This is an optimization exercise on Yosys and OpenROAD, whose aim is small area, a short achievable clock period and few clock cycles, not a production implementation. RTL that was checked went through simulation tests only; none was proved equivalent to the original. Power figures rest on the tool's default switching activity, not on a simulated workload.

==> inputs of trial 25 <==
## tpb_codec
module tpb_codec (
    input  wire        clk,
    input  wire        rst,         
    input  wire        cmd_valid,
    output wire        cmd_ready,
    input  wire [31:0] cmd_word,
    input  wire [63:0] cmd_opd,
    input  wire [15:0] cmd_flen,
    input  wire        frm_valid,
    output wire        frm_ready,
    input  wire [7:0]  frm_data,
    output wire        rsp_valid,
    output wire [7:0]  rsp_status,
    output wire [63:0] rsp_res
);
    localparam [3:0] ST_OK          = 4'h0;
    localparam [3:0] ST_BAD_SYNC    = 4'h1;
    localparam [3:0] ST_BAD_SIZE    = 4'h2;
    localparam [3:0] ST_BAD_PID     = 4'h3;
    localparam [3:0] ST_BAD_ADAPT   = 4'h4;
    localparam [3:0] ST_UNKNOWN_PKT = 4'h5;
    localparam [3:0] ST_BAD_OFFSET  = 4'h6;
    localparam [3:0] ST_ILLEGAL     = 4'hD;
    localparam NR = 11;             
    localparam RL = 16;             
    localparam DIV_K   = 11;
    localparam DIV_PAD = 4;
    localparam DIV_CYC = 6;
    localparam XW      = DIV_PAD + 64;
    reg [7:0]  p [0:11];            
    reg [7:0]  ring [0:NR-1][0:RL-1];
    reg [3:0]  ph;                  
    reg [3:0]  dofs;                
    reg [6:0]  err;                 
  ...
==> flow/config.mk <==
export PLATFORM = sky130hd
export DESIGN_NAME = tpb_codec
export DESIGN_NICKNAME = tpb_codec
export VERILOG_FILES = /design/flow/design.v
export SDC_FILE = /design/flow/constraint.sdc
export NUM_CORES = 8
export LEC_CHECK = 0
export ABC_AREA = 1
export CAP_MARGIN = 20
export CORE_MARGIN = 2
export CORE_UTILIZATION = 40
export CTS_BUF_LIST = sky130_fd_sc_hd__clkbuf_16
export CTS_CLUSTER_DIAMETER = 75
export CTS_CLUSTER_SIZE = 30
export SLEW_MARGIN = 20
export SYNTH_HIERARCHICAL = 1
==> flow/constraint.sdc <==
create_clock -name core_clock -period 70.0 [get_ports {clk}]
set_input_delay 14.0000 -clock core_clock [delete_from_list [all_inputs] [get_ports {clk}]]
set_output_delay 14.0000 -clock core_clock [all_outputs]
set_load 0.01 [all_outputs]
standard.sh (not shown) runs the stock make flow with config.mk's settings and CLKGATE_MAP_FILE= SYNTH_SCRIPT=/design/flow/synth_recipe.tcl, a recipe that flattens the netlist after the stock synthesis.
==> flow/flow/run.sh <==
#!/bin/bash
# Layout flow: the standard flow (standard.sh, ORFS) with two settings
# that ORFS reads from the environment:
#  - BUFFER_PORTS_ARGS: the port buffers are sky130_fd_sc_hd__buf_2 cells
#    (every input and output port still gets its own buffer);
#  - CTS_ARGS: the clock tree is built as the standard flow builds it, but
#    without dummy load cells.
# The clock period, the SDC and every other step are the standard flow's.
set -euo pipefail
export BUFFER_PORTS_ARGS="-buffer_cell sky130_fd_sc_hd__buf_2"
export CTS_ARGS="-sink_clustering_enable -repair_clock_nets -dont_use_dummy_load -sink_clustering_size 30 -sink_clustering_max_diameter 75 -buf_list sky130_fd_sc_hd__clkbuf_16"
bash standard.sh > standard.log 2>&1
==> build 40: changes against trial 25 <==
--- a/flow/design.v
+++ b/flow/design.v
@@ -21,13 +21,13 @@
     localparam [3:0] ST_UNKNOWN_PKT = 4'h5;
     localparam [3:0] ST_BAD_OFFSET  = 4'h6;
     localparam [3:0] ST_ILLEGAL     = 4'hD;
     localparam NR = 11;             
     localparam RL = 16;             
-    localparam DIV_K   = 11;
-    localparam DIV_PAD = 4;
-    localparam DIV_CYC = 6;
+    localparam DIV_K   = 8;
+    localparam DIV_PAD = 2;
+    localparam DIV_CYC = 8;
     localparam XW      = DIV_PAD + 64;
     reg [7:0]  p [0:11];            
     reg [7:0]  ring [0:NR-1][0:RL-1];
     reg [3:0]  ph;                  
     reg [3:0]  dofs;                
CORE_UTILIZATION = 55   (was 40)
PLACE_DENSITY = 0.8   (was unset)
==> comparison table <==
Outcome: build 40 timing/DRC/antenna clean; trial 25 timing/DRC/antenna clean
Leakage power figure: build 40 0.0240 uW; trial 25 0.0243 uW
Gate power share: build 40 0.128; trial 25 0.118
Minimum clock period: build 40 15.45 ns; trial 25 15.41 ns
Clock group power: build 40 464 uW; trial 25 486 uW
Seq cells: build 40 1,707; trial 25 1,709
Worst Clk Skew: build 40 0.101 ns; trial 25 0.116 ns
Storage element area: build 40 35,100 sq um; trial 25 35,200 sq um
Fraction of final layout cells sized beyond drive strength 1: build 40 0.102; trial 25 0.106
Cell-internal power: build 40 1260 uW; trial 25 1270 uW
Met1 wire length: build 40 50,200 microns; trial 25 56,700 microns
Tap cell count: build 40 1,243; trial 25 1,662
Vias post-DR: build 40 31,600; trial 25 30,700
Combinational Power: build 40 217 uW; trial 25 199 uW
Final core occ: build 40 0.599; trial 25 0.441
Number of design-rule violations left by the first detailed-router iteration: build 40 2,835; trial 25 1,910
Antenna violations before repair: build 40 5; trial 25 4
Largest net degree at the start of global routing: build 40 66; trial 25 62
Setup crit start: build 40 rr_q[0]; trial 25 rv_q
Number of clock sinks seen by CTS: build 40 1,707; trial 25 1,709
Vias per inst: build 40 5.10; trial 25 4.62
Buffers, non-clock: build 40 203; trial 25 215
Testbench counts of build 40, summed over its fixed seeds: cycles 41,912.
Function not checked in trial 25: the RTL went through the layout flow alone.

========
==> v24: inputs <==
tpb_codec, a different RTL version from the one above (not shown whole).
==> flow/config.mk <==
export PLATFORM = sky130hd
export DESIGN_NAME = tpb_codec
export DESIGN_NICKNAME = tpb_codec
export VERILOG_FILES = /design/flow/design.v
export SDC_FILE = /design/flow/constraint.sdc
export NUM_CORES = 8
export LEC_CHECK = 0
export ABC_AREA = 1
export CAP_MARGIN = 20
export CORE_MARGIN = 2
export CORE_UTILIZATION = 40
export CTS_BUF_LIST = sky130_fd_sc_hd__clkbuf_16
export CTS_CLUSTER_DIAMETER = 75
export CTS_CLUSTER_SIZE = 30
export SLEW_MARGIN = 20
export SYNTH_HIERARCHICAL = 1
==> flow/constraint.sdc <==
create_clock -name core_clock -period 70.0 [get_ports {clk}]
set_input_delay 14.0000 -clock core_clock [delete_from_list [all_inputs] [get_ports {clk}]]
set_output_delay 14.0000 -clock core_clock [all_outputs]
set_load 0.01 [all_outputs]
Scripts as last shown in full above: flow/flow/run.sh
==> v3 (differences from v24) <==
--- a/flow/design.v
+++ b/flow/design.v
@@ -41,15 +41,15 @@
     reg [3:0]  ccnt;
     reg        in_load;
     reg [7:0]  tk;                  
     reg        fb_v;
     reg [7:0]  fb_d;
     reg        load_ok;
     reg        sp_pend;
-    reg [2:0]  a_op;                
+    reg        sp_wr;
     reg [7:0]  a_idx;
     reg [7:0]  a_dat;
     reg        w_pend;
     reg [7:0]  w_idx;
     reg [7:0]  w_dat;
     reg           busy;
     reg           sysrst_q;         
@@ -91,20 +91,14 @@
     assign err_new[4] = rv_q && rs_q == ST_UNKNOWN_PKT;
     assign err_new[5] = rv_q && rs_q == ST_BAD_OFFSET;
     assign err_new[6] = rv_q && rs_q == ST_ILLEGAL;
     wire [6:0]  err_eff  = err | err_new;
     wire [7:0] fidx  = tk - 8'd1;                   
     wire       fb_static = (fidx < 8'd12);
     wire       a_static  = (a_idx < 8'd12);
-    wire       sp_rdb    = (a_op == 3'b000);    
-    wire       sp_wr     = (a_op == 3'b001);    
-    wire       sp_tsc    = (a_op == 3'b100);    
-    wire       sp_afc    = (a_op == 3'b101);    
-    wire       sp_clrpcr = (a_op == 3'b111);    
-    wire       sp_clrerr = (a_op == 3'b110);    
     wire [7:0] raddr = w_pend ? w_idx : (fb_v ? fidx : a_idx);
     wire [7:0] rj    = raddr - 8'd12;
     wire [3:0] rring = rj[7:4];
     wire [3:0] rslot = rj[3:0] + dofs;
     wire       at_wr = (rslot == ph);                
     wire       at_rd = (rslot[2:0] == ph[2:0]);      
     wire ld_w  = fb_v & ((fidx == 8'd0) ? (fb_d == 8'h47) : load_ok);
@@ -140,26 +134,14 @@
     reg [7:0] pn [0:11];
     integer bi;
     always @* begin
         for (bi = 0; bi < 12; bi = bi + 1) begin
             pn[bi] = p[bi];
             if (s_we && saddr[3:0] == bi) pn[bi] = sbus;
         end
-        if (sp_go && sp_tsc) pn[3][7:6] = a_dat[1:0];
-        if (sp_go && sp_afc) pn[3][5:4] = a_dat[1:0];
-        if (sp_go && sp_clrpcr && p[3][5]) begin
-            pn[5][4] = 1'b0;
-            pn[6] = 8'd0; pn[7] = 8'd0; pn[8] = 8'd0;
-            pn[9] = 8'd0; pn[10] = 8'd0; pn[11] = 8'd0;
-        end
-        if (busy && ecnt == 3'd0) begin
-            if (!p[3][5]) pn[3][5:4] = 2'b11;
-            if (p[4] < 8'd7) pn[4] = 8'd7;
-            pn[5][4] = 1'b1;
-        end
         if (div_last) begin
             pn[6]  = base_wr[32:25];
             pn[7]  = base_wr[24:17];
             pn[8]  = base_wr[16:9];
             pn[9]  = base_wr[8:1];
             pn[10] = {base_wr[0], 6'b111111, ext_wr[8]};
             pn[11] = ext_wr[7:0];
@@ -170,22 +152,21 @@
     wire [95:0] p_cur  = {p[11], p[10], p[9], p[8], p[7], p[6], p[5], p[4], p[3], p[2], p[1], p[0]};
     wire [95:0] p_slow = {pn[11], pn[10], pn[9], pn[8], pn[7], pn[6], pn[5], pn[4], pn[3], pn[2], pn[1], pn[0]};
     wire [95:0] p_d;
     wire        o_rv_d;
     wire [3:0]  o_rs_d;
     wire [41:0] o_rr_d;
     wire        L_load, L_slow, L_pcr, L_sysrst;
+    wire [6:0]  err_d;
     wire [9:0]  fm;
     wire [34:0] o;
     wire [37:0] dl;
     tpb_fmt u_fmt (.cmd_word(cmd_word), .cmd_flen(cmd_flen), .fm(fm));
     tpb_opd u_opd (.op(cmd_word[7:0]), .o(o));
-    wire        ill;
-    tpb_legal u_legal (.cmd_word(cmd_word), .ill(ill));
-    tpb_dec u_dec (.o(o), .fm(fm), .ill(ill), .dl(dl));
+    tpb_dec u_dec (.o(o), .fm(fm), .dl(dl));
     assign L_load   = dl[1];
     assign L_slow   = dl[4];
     assign L_pcr    = dl[12];
     assign L_sysrst = dl[15];
     wire [41:0] res_m;
     tpb_resmux u_res (
         .o           (o),
@@ -206,30 +187,30 @@
         .st_validate (st_validate),
         .cls_unk     (cls_unk),
         .in_load     (in_load),
         .load_done   (in_load & take & (tk == 8'd187)),
         .load_ok     (load_ok),
         .sp_pend     (sp_pend),
         .sp_go       (sp_go),
-        .sp_rdb      (sp_rdb),
-        .sp_clrerr   (sp_clrerr),
-        .err_eff     (err_eff),
+        .sp_wr       (sp_wr),
         .w_pend      (w_pend),
         .rd_byte     (rd_byte),
         .rv_d        (o_rv_d),
         .rs_d        (o_rs_d),
         .rr_d        (o_rr_d)
     );
     tpb_pw u_pw (
         .fire        (fire),
         .dl          (dl),
         .imm         (cmd_word[31:16]),
         .p_cur       (p_cur),
         .p_slow      (p_slow),
-        .p_d         (p_d)
+        .err_eff     (err_eff),
+        .p_d         (p_d),
+        .err_d       (err_d)
     );
     integer rr, pp;
     always @(posedge clk) begin
         for (rr = 0; rr < NR; rr = rr + 1) begin
             for (pp = 0; pp < RL - 1; pp = pp + 1)
                 ring[rr][pp] <= ring[rr][pp + 1];
             if (clr_q || (r_we && rring == rr))
@@ -250,18 +231,17 @@
             rem <= 7'd0;
             ecnt <= 3'd0;
         end
         sp_pend <= sp_pend_d;
         if (!sp_pend) begin
             a_idx <= cmd_word[15:8];
             a_dat <= cmd_word[23:16];
-            a_op  <= {cmd_word[5], cmd_word[4], cmd_word[2]};
+            sp_wr <= cmd_word[2];
         end
         w_pend <= w_pend_d;
-        if (fb_v && fidx == 8'd0 && fb_d == 8'h47) w_pend <= 1'b0;
         if (!w_pend) begin
             w_idx <= cmd_word[15:8];
             w_dat <= cmd_word[23:16];
         end
         fb_d <= frm_data;
         fb_v <= take & in_load;
         if (take & in_load) tk <= tk1;
@@ -275,18 +255,15 @@
             if (ccnt == 4'd15) clr_q <= 1'b0;
         end
         if (sysrst_q) begin
             clr_q  <= 1'b1;
             ccnt   <= 4'd0;
             w_pend <= 1'b0;
         end
-        if (sysrst_q || (sp_go && sp_clrerr))
-            err <= 7'd0;
-        else
-            err <= err_eff;
+        err <= err_d;
         rv_q <= o_rv_d;
         rs_q <= o_rs_d;
         rr_q <= o_rr_d;
         crdy_q <= crdy_d;
         frdy_q <= frdy_d;
         if (rst) begin
             ph      <= 4'd0;
@@ -405,59 +382,30 @@
     assign o[29] = (op == 8'h35);
     assign o[30] = (op == 8'h36);
     assign o[31] = (op == 8'h37);
     assign o[32] = (op == 8'hF0);
     assign o[33] = (op == 8'hF1);
     assign o[34] = (op == 8'hF2);
 endmodule
-module tpb_legal (
-    input  wire [31:0] cmd_word,
-    output wire        ill
-);
-    wire [7:0]  op  = cmd_word[7:0];
-    wire [7:0]  idx = cmd_word[15:8];
-    wire [15:0] imm = cmd_word[31:16];
-    reg valid, n_idx, n_hi8, n_m4, n_2, n_lo2;
-    always @* begin
-        valid = 1'b1; n_idx = 1'b1; n_hi8 = 1'b1; n_m4 = 1'b1; n_2 = 1'b1; n_lo2 = 1'b1;
-        case (op)
-            8'h00, 8'h01, 8'h02, 8'h05, 8'h10, 8'h11, 8'h12, 8'h13, 8'h14, 8'h15,
-            8'h16, 8'h17, 8'h18, 8'h20, 8'h22, 8'h24, 8'h26, 8'h28, 8'h30, 8'h31,
-            8'h32, 8'h33, 8'h34, 8'h35, 8'h36, 8'h37, 8'hF0, 8'hF1, 8'hF2: ;    
-            8'h03: n_idx = 1'b0;                                               
-            8'h04: begin n_idx = 1'b0; n_m4 = 1'b0; n_2 = 1'b0; n_lo2 = 1'b0; end   
-            8'h21: begin n_hi8 = 1'b0; n_m4 = 1'b0; n_2 = 1'b0; n_lo2 = 1'b0; end   
-            8'h27: begin n_2 = 1'b0; n_lo2 = 1'b0; end                         
-            8'h23, 8'h25: n_lo2 = 1'b0;                                        
-            default: valid = 1'b0;
-        endcase
-    end
-    wire z_idx = (idx == 8'd0);
-    wire z_hi8 = (imm[15:8] == 8'd0);
-    wire z_m4  = (imm[7:4] == 4'd0);
-    wire z_2   = (imm[3:2] == 2'd0);
-    wire z_lo2 = (imm[1:0] == 2'd0);
-    assign ill = ~(valid & (z_idx | ~n_idx) & (z_hi8 | ~n_hi8) & (z_m4 | ~n_m4) &
-                   (z_2 | ~n_2) & (z_lo2 | ~n_lo2));
-endmodule
 module tpb_dec (
     input  wire [34:0] o,
     input  wire [9:0]  fm,
-    input  wire        ill,
     output wire [37:0] dl
 );
     wire idx_z = fm[0], f0_ok = fm[1], fx_ok = fm[2], fx8_ok = fm[3];
     wire fm4_ok = fm[4], fm2_ok = fm[5], idx_ok = fm[6], idx_ring = fm[7];
     wire pid_ok = fm[8], flen_ok = fm[9];
-    assign dl[0]  = ill;
+    wire of0 = o[0] | o[1] | o[2] | o[5] | o[6] | o[7] | o[8] | o[9] | o[10] | o[11] | o[12] | o[13] | o[14] | o[15] | o[17] | o[19] | o[21] | o[23] | o[24] | o[25] | o[26] | o[27] | o[28] | o[29] | o[30] | o[31] | o[32] | o[33] | o[34];
+    wire legal = (of0 & f0_ok) | (o[3] & fx_ok) | (o[4] & fx8_ok) | (o[16] & idx_z) |
+                 (o[22] & fm4_ok) | ((o[18] | o[20]) & fm2_ok);
+    assign dl[0]  = ~legal;
     assign dl[1]  = o[1] & f0_ok & flen_ok;                  
     assign dl[2]  = o[1] & f0_ok & ~flen_ok;                 
     assign dl[3]  = o[2] & f0_ok;                            
-    assign dl[4]  = ((((o[3] & fx_ok) | (o[4] & fx8_ok)) & idx_ok) |
-                     ((o[18] | o[20]) & fm2_ok) | ((o[31] | o[33]) & f0_ok));
+    assign dl[4]  = ((o[3] & fx_ok) | (o[4] & fx8_ok)) & idx_ok;    
     assign dl[5]  = ((o[3] & fx_ok) | (o[4] & fx8_ok)) & ~idx_ok;   
     assign dl[6]  = o[5] & f0_ok;                            
     assign dl[7]  = o[16] & idx_z & pid_ok;                   
     assign dl[8]  = o[16] & idx_z & ~pid_ok;                  
     assign dl[9]  = o[18] & fm2_ok;                           
     assign dl[10] = o[20] & fm2_ok;                           
     assign dl[11] = o[22] & fm4_ok;                           
@@ -503,31 +451,29 @@
         ({42{o[23]}} & {41'd0, (pid == 13'h1FFF)}) |
         ({42{o[24]}} & {41'd0, has_af}) |
         ({42{o[25]}} & {41'd0, has_pl}) |
         ({42{o[26] & has_af}} & {26'd0, af_win_len, 8'd5}) |
         ({42{o[27] & has_pl}} & {26'd0, pl_len, pl_off}) |
         ({42{o[28]}} & {41'd0, has_pcr}) |
         ({42{o[29] & has_pcr}} & pcr_rd) |
-        ({42{o[32]}} & {28'd0, err_full});
+        ({42{o[32] | o[33]}} & {28'd0, err_full});
 endmodule
 module tpb_rsp (
     input  wire        fire,
     input  wire [37:0] dl,
     input  wire        f0_ok,
     input  wire [41:0] m,
     input  wire [3:0]  st_validate,
     input  wire        cls_unk,
     input  wire        in_load,
     input  wire        load_done,
     input  wire        load_ok,
     input  wire        sp_pend,
     input  wire        sp_go,
-    input  wire        sp_rdb,
-    input  wire        sp_clrerr,
-    input  wire [6:0]  err_eff,
+    input  wire        sp_wr,
     input  wire        w_pend,
     input  wire [7:0]  rd_byte,
     output reg         rv_d,
     output reg  [3:0]  rs_d,
     output reg  [41:0] rr_d
 );
     wire ill = dl[0], L_load = dl[1], L_loadbad = dl[2], L_val = dl[3];
@@ -541,16 +487,15 @@
         if (in_load) begin
             rv_d = load_done;
             rs_d = load_ok ? 4'h0 : 4'h1;
             rr_d = 42'd0;
         end else if (sp_pend) begin
             rv_d = sp_go;
             rs_d = 4'h0;
-            rr_d = ({42{sp_rdb}} & {34'd0, rd_byte}) |
-                   ({42{sp_clrerr}} & {28'd0, err_eff[6], 6'd0, err_eff[5:0], 1'b0});
+            rr_d = sp_wr ? 42'd0 : {34'd0, rd_byte};
         end else begin
             rv_d = fire & ~L_load & ~(L_slow & ~(dl[37] & ~w_pend));
             rs_d = f_st;
             rr_d = {42{f0_ok}} & m;
         end
     end
 endmodule
@@ -592,35 +537,50 @@
 endmodule
 module tpb_pw (
     input  wire        fire,
     input  wire [37:0] dl,
     input  wire [15:0] imm,
     input  wire [95:0] p_cur,
     input  wire [95:0] p_slow,
-    output reg  [95:0] p_d
+    input  wire [6:0]  err_eff,
+    output reg  [95:0] p_d,
+    output wire [6:0]  err_d
 );
     wire has_af = p_cur[29];
     wire [7:0] p4 = p_cur[39:32];
-    wire L_pid = dl[7], L_cc = dl[11];
+    wire L_pid = dl[7], L_tsc = dl[9], L_afc = dl[10], L_cc = dl[11];
+    wire L_pcr = dl[12], L_clrpcr = dl[13] & has_af, L_clrerr = dl[14], L_sysrst = dl[15];
     wire L_tei_s = dl[16], L_tei_c = dl[17], L_pus_s = dl[18], L_pus_c = dl[19];
     wire L_tp_s = dl[20], L_tp_c = dl[21];
+    assign err_d  = (fire & (L_clrerr | L_sysrst)) ? 7'd0 : err_eff;
     always @* begin
         p_d = p_slow;
         if (fire) begin
             if (L_tei_s) p_d[15] = 1'b1;
             if (L_tei_c) p_d[15] = 1'b0;
             if (L_pus_s) p_d[14] = 1'b1;
             if (L_pus_c) p_d[14] = 1'b0;
             if (L_tp_s)  p_d[13] = 1'b1;
             if (L_tp_c)  p_d[13] = 1'b0;
             if (L_pid) begin
                 p_d[12:8]  = imm[12:8];
                 p_d[23:16] = imm[7:0];
             end
+            if (L_tsc) p_d[31:30] = imm[1:0];
+            if (L_afc) p_d[29:28] = imm[1:0];
             if (L_cc)  p_d[27:24] = imm[3:0];
+            if (L_pcr) begin
+                if (!has_af) p_d[29:28] = 2'b11;
+                if (p4 < 8'd7) p_d[39:32] = 8'd7;
+                p_d[44] = 1'b1;
+            end
+            if (L_clrpcr) begin
+                p_d[44]    = 1'b0;
+                p_d[95:48] = 48'd0;
+            end
         end
     end
 endmodule
 module tpb_mul300 (
     input  wire [32:0] base,
     input  wire [8:0]  ext,
     output wire [41:0] res
==> flow/flow/run.sh (replaced) <==
#!/bin/bash
# Layout flow: the standard flow (standard.sh, ORFS) with two settings
# that ORFS reads from the environment:
#  - BUFFER_PORTS_ARGS: the port buffers are sky130_fd_sc_hd__buf_2 cells
#    (every input and output port still gets its own buffer);
#  - CTS_ARGS: the clock tree is built as the standard flow builds it, but
#    without dummy load cells.
# The clock period, the SDC and every other step are the standard flow's.
set -euo pipefail
export BUFFER_PORTS_ARGS="-buffer_cell sky130_fd_sc_hd__buf_2"
export CTS_ARGS="-sink_clustering_enable -repair_clock_nets -dont_use_dummy_load -sink_clustering_size 24 -sink_clustering_max_diameter 60 -buf_list sky130_fd_sc_hd__clkbuf_16"
bash standard.sh > standard.log 2>&1
==> flow/config.mk (replaced) <==
export PLATFORM = sky130hd
export DESIGN_NAME = tpb_codec
export DESIGN_NICKNAME = tpb_codec
export VERILOG_FILES = /design/flow/design.v
export SDC_FILE = /design/flow/constraint.sdc
export NUM_CORES = 8
export LEC_CHECK = 0
export ABC_AREA = 1
export CAP_MARGIN = 20
export CORE_MARGIN = 2
export CORE_UTILIZATION = 60
export CTS_BUF_LIST = sky130_fd_sc_hd__clkbuf_16
export CTS_CLUSTER_DIAMETER = 60
export CTS_CLUSTER_SIZE = 24
export SLEW_MARGIN = 20
export SYNTH_HIERARCHICAL = 1
==> v16 (differences from v24) <==
--- a/flow/design.v
+++ b/flow/design.v
@@ -71,18 +71,23 @@
     wire        has_pcr = has_af & p[5][4];
     wire [41:0] pcr_rd;
     tpb_mul300 u_mul (
         .base ({p[6], p[7], p[8], p[9], p[10][7]}),
         .ext  ({p[10][0], p[11]}),
         .res  (pcr_rd)
     );
-    wire [7:0] af_win_len = (af_len > 8'd183) ? 8'd183 : af_len;
-    wire [8:0] pl_start   = has_af ? (9'd5 + {1'b0, af_len}) : 9'd4;
-    wire [8:0] pl_off     = (pl_start > 9'd188) ? 9'd188 : pl_start;
-    wire [8:0] pl_len     = 9'd188 - pl_off;
+    wire [7:0] af_win_len;
+    wire [8:0] pl_off, pl_len;
+    tpb_fields u_fields (
+        .af_len     (af_len),
+        .has_af     (has_af),
+        .af_win_len (af_win_len),
+        .pl_off     (pl_off),
+        .pl_len     (pl_len)
+    );
     wire [3:0] st_validate = (p[0] != 8'h47) ? ST_BAD_SYNC :
                              (has_af && af_len > 8'd183) ? ST_BAD_ADAPT : ST_OK;
     wire cls_unk = (p[0] != 8'h47) & (p[0] != 8'h80);
     wire cls_80  = (p[0] == 8'h80);
     wire [6:0] err_new;
     assign err_new[0] = rv_q && rs_q == ST_BAD_SYNC;
     assign err_new[1] = rv_q && rs_q == ST_BAD_SIZE;
@@ -118,58 +123,63 @@
     reg [7:0] ring_rd;
     integer ri;
     always @* begin
         ring_rd = 8'd0;
         for (ri = 0; ri < NR; ri = ri + 1)
             if (rring == ri) ring_rd = ring_rd | ((rslot[3] ^ ph[3]) ? ring[ri][8] : ring[ri][0]);
     end
-    wire [7:0] static_rd = p[a_idx[3:0]];
+    reg [7:0] static_rd;
+    always @* begin
+        case (a_idx[3:0])
+            4'd0: static_rd = p[0];   4'd1: static_rd = p[1];   4'd2: static_rd = p[2];
+            4'd3: static_rd = p[3];   4'd4: static_rd = p[4];   4'd5: static_rd = p[5];
+            4'd6: static_rd = p[6];   4'd7: static_rd = p[7];   4'd8: static_rd = p[8];
+            4'd9: static_rd = p[9];   4'd10: static_rd = p[10]; default: static_rd = p[11];
+        endcase
+    end
     wire [7:0] rd_byte   = a_static ? static_rd : ring_rd;
     wire [6:0]       st_r;
     wire [DIV_K-1:0] st_q;
     tpb_divstep #(.K(DIV_K)) u_div (
         .rem_in  (rem),
         .bits    (xq[XW-1:XW-DIV_K]),
         .rem_out (st_r),
         .q       (st_q)
     );
     wire [XW-1:0] xq_next  = {xq[XW-DIV_K-1:0], st_q};
     wire          div_last = busy & (ecnt == DIV_CYC - 1);
     wire [32:0]   base_wr  = xq_next[32:0];
     wire [8:0]    ext_wr   = {st_r, xq_next[XW-1:XW-2]};
     wire clr_first = clr_q & (ccnt == 4'd0);
+    wire clr_pcr   = sp_go & sp_clrpcr & p[3][5];
+    wire [7:0] s_val = (clr_first | clr_pcr) ? 8'd0 : sbus;
     reg [7:0] pn [0:11];
     integer bi;
     always @* begin
         for (bi = 0; bi < 12; bi = bi + 1) begin
             pn[bi] = p[bi];
-            if (s_we && saddr[3:0] == bi) pn[bi] = sbus;
+            if (clr_first || (s_we && saddr[3:0] == bi) || (clr_pcr && bi >= 6))
+                pn[bi] = s_val;
         end
         if (sp_go && sp_tsc) pn[3][7:6] = a_dat[1:0];
         if (sp_go && sp_afc) pn[3][5:4] = a_dat[1:0];
-        if (sp_go && sp_clrpcr && p[3][5]) begin
-            pn[5][4] = 1'b0;
-            pn[6] = 8'd0; pn[7] = 8'd0; pn[8] = 8'd0;
-            pn[9] = 8'd0; pn[10] = 8'd0; pn[11] = 8'd0;
-        end
+        if (clr_pcr) pn[5][4] = 1'b0;
         if (busy && ecnt == 3'd0) begin
             if (!p[3][5]) pn[3][5:4] = 2'b11;
             if (p[4] < 8'd7) pn[4] = 8'd7;
             pn[5][4] = 1'b1;
         end
         if (div_last) begin
             pn[6]  = base_wr[32:25];
             pn[7]  = base_wr[24:17];
             pn[8]  = base_wr[16:9];
             pn[9]  = base_wr[8:1];
             pn[10] = {base_wr[0], 6'b111111, ext_wr[8]};
             pn[11] = ext_wr[7:0];
         end
-        if (clr_first)
-            for (bi = 0; bi < 12; bi = bi + 1) pn[bi] = 8'd0;
     end
     wire [95:0] p_cur  = {p[11], p[10], p[9], p[8], p[7], p[6], p[5], p[4], p[3], p[2], p[1], p[0]};
     wire [95:0] p_slow = {pn[11], pn[10], pn[9], pn[8], pn[7], pn[6], pn[5], pn[4], pn[3], pn[2], pn[1], pn[0]};
     wire [95:0] p_d;
     wire        o_rv_d;
     wire [3:0]  o_rs_d;
     wire [41:0] o_rr_d;
@@ -306,24 +316,22 @@
             busy    <= 1'b0;
             sysrst_q <= 1'b0;
         end
     end
     wire [7:0] tk1    = tk + 8'd1;
     wire       ok_n   = (fb_v && fidx == 8'd0) ? (fb_d == 8'h47) : load_ok;
     wire [3:0] dofs_n = (ld_w && fidx == 8'd12) ? ph : dofs;
-    wire [3:0] ph2    = ph + 4'd2;
-    wire [7:0] tkj    = tk - 8'd12;
-    wire [7:0] tk1j   = tk - 8'd11;
+    wire [3:0] al     = ph + 4'd14 - dofs_n;
     wire       r_free = ~clr_q & ~w_pend;       
     wire fr_b = in_load & (tk < 8'd188) &
                 ((tk < 8'd12) | ~ok_n |
-                 (r_free & ((tk == 8'd12) | (ph2 == tkj[3:0] + dofs_n))));
+                 (r_free & ((tk == 8'd12) | (tk[3:0] == al))));
     wire fr_a = in_load & (tk < 8'd187) &
                 ((tk < 8'd11) | ~ok_n |
-                 (r_free & ((tk == 8'd11) | (tk == 8'd12) | (ph2 == tk1j[3:0] + dofs_n))));
+                 (r_free & ((tk == 8'd11) | (tk == 8'd12) | (tk[3:0] + 4'd1 == al))));
     wire busy_d, sp_pend_d, w_pend_d, in_load_d, sysrst_d, crdy_d, frdy_d;
     tpb_ctl u_ctl (
         .fire       (fire),
         .take       (take),
         .L_load     (dl[1]),
         .L_slow     (dl[4]),
         .L_pcr      (dl[12]),
@@ -616,14 +624,28 @@
                 p_d[12:8]  = imm[12:8];
                 p_d[23:16] = imm[7:0];
             end
             if (L_cc)  p_d[27:24] = imm[3:0];
         end
     end
 endmodule
+module tpb_fields (
+    input  wire [7:0] af_len,
+    input  wire       has_af,
+    output wire [7:0] af_win_len,
+    output wire [8:0] pl_off,
+    output wire [8:0] pl_len
+);
+    wire       l_big = (af_len >= 8'd183);
+    wire [7:0] l_p5  = af_len + 8'd5;           
+    wire [7:0] l_m   = 8'd183 - af_len;         
+    assign af_win_len = (af_len > 8'd183) ? 8'd183 : af_len;
+    assign pl_off = has_af ? (l_big ? 9'd188 : {1'b0, l_p5}) : 9'd4;
+    assign pl_len = has_af ? (l_big ? 9'd0 : {1'b0, l_m}) : 9'd184;
+endmodule
 module tpb_mul300 (
     input  wire [32:0] base,
     input  wire [8:0]  ext,
     output wire [41:0] res
 );
     wire [33:0] at_p, at_g, at_s;
     wire [34:0] at_c;
==> flow/flow/run.sh (replaced) <==
#!/bin/bash
# Layout flow: the standard flow (standard.sh, ORFS) with two settings
# that ORFS reads from the environment:
#  - BUFFER_PORTS_ARGS: the port buffers are sky130_fd_sc_hd__buf_2 cells
#    (every input and output port still gets its own buffer);
#  - CTS_ARGS: the clock tree is built as the standard flow builds it, but
#    without dummy load cells.
# The clock period, the SDC and every other step are the standard flow's.
set -euo pipefail
export BUFFER_PORTS_ARGS="-buffer_cell sky130_fd_sc_hd__buf_2"
export CTS_ARGS="-sink_clustering_enable -repair_clock_nets -dont_use_dummy_load -sink_clustering_size 14 -sink_clustering_max_diameter 45 -buf_list sky130_fd_sc_hd__clkbuf_8"
bash standard.sh > standard.log 2>&1
==> flow/config.mk (replaced) <==
export PLATFORM = sky130hd
export DESIGN_NAME = tpb_codec
export DESIGN_NICKNAME = tpb_codec
export VERILOG_FILES = /design/flow/design.v
export SDC_FILE = /design/flow/constraint.sdc
export NUM_CORES = 8
export LEC_CHECK = 0
export ABC_AREA = 1
export CAP_MARGIN = 20
export CORE_MARGIN = 2
export CORE_UTILIZATION = 40
export CTS_BUF_LIST = sky130_fd_sc_hd__clkbuf_8
export CTS_CLUSTER_DIAMETER = 45
export CTS_CLUSTER_SIZE = 14
export SLEW_MARGIN = 20
export SYNTH_HIERARCHICAL = 1
==> results.toml <==
[final_layout]
inv_count = 557

[setup_path]
crit_path_start = "rs_q[3]"
cp.required_ns = 56.00

[outcome]
status = "complete, no violations"

[placement]
hpwl_mm = 86.46
The numbers above come from v24.

==> results.toml <==
[setup_path]
crit_path_start = "rs_q[3]"
start_kind = "flip-flop"

[floorplan]
n_tap_cell = 1755

[outcome]
status = "complete, no violations"

[sta]
rsz0062_at_grt = "no"
drv_slew = 0

[route]
met2_length_mm = 53.69

[final_layout]
inv_count = 509
The numbers above come from v16.

==> results.toml <==
[power]
cell_internal_pwr_mw = 1.245
finalPower_mw = 1.564
pg_clk_uw = 545

[placement]
hpwl_mm = 81.41
gp_congestion = 0.9977

[setup_path]
cp.required_ns = 70.55
crit_path_start = "cmd_word[5]"

[floorplan]
n_tap_cell = 1155

[outcome]
status = "complete, no violations"
The numbers above come from v3.

Testbench counts of v24, summed over its fixed seeds: cycles 41,912.
No functional check of the RTL was part of v3 and v16.

==> afterwards: timing with drivers on the ports <==
The results above use ideal ports. As a check the final layouts listed here were re-extracted and re-timed, cells and wires unchanged.
Step 1: set_driving_cell puts a clkbuf_16 on clk and a buf_2 on each other input, an assumption about the parent block.
Step 2 also shifts input and output timing later by t, the mid clock arrival at the registers, as if the neighbouring blocks saw the same clock.
Three values: no drivers, after step 1, after step 2; two values: the first two.
run	t (ns)	setup slack, ns	pins driven straight from the clock port
trial 25	0.756	54.586 / 54.508 / 54.101	1
build 40	0.708	54.553 / 54.480 / 54.196	1
v24	0.726	54.528 / 54.457 / 53.940	1
v3	0.713	54.345 / 54.392 / 53.679	1
v16	0.923	54.408 / 54.329 / 53.928	1
After both steps setup and hold are still met in every run listed. For v3, which loses most, drivers alone change the setup slack by +0.047 ns; drivers and shift together by -0.666 ns.
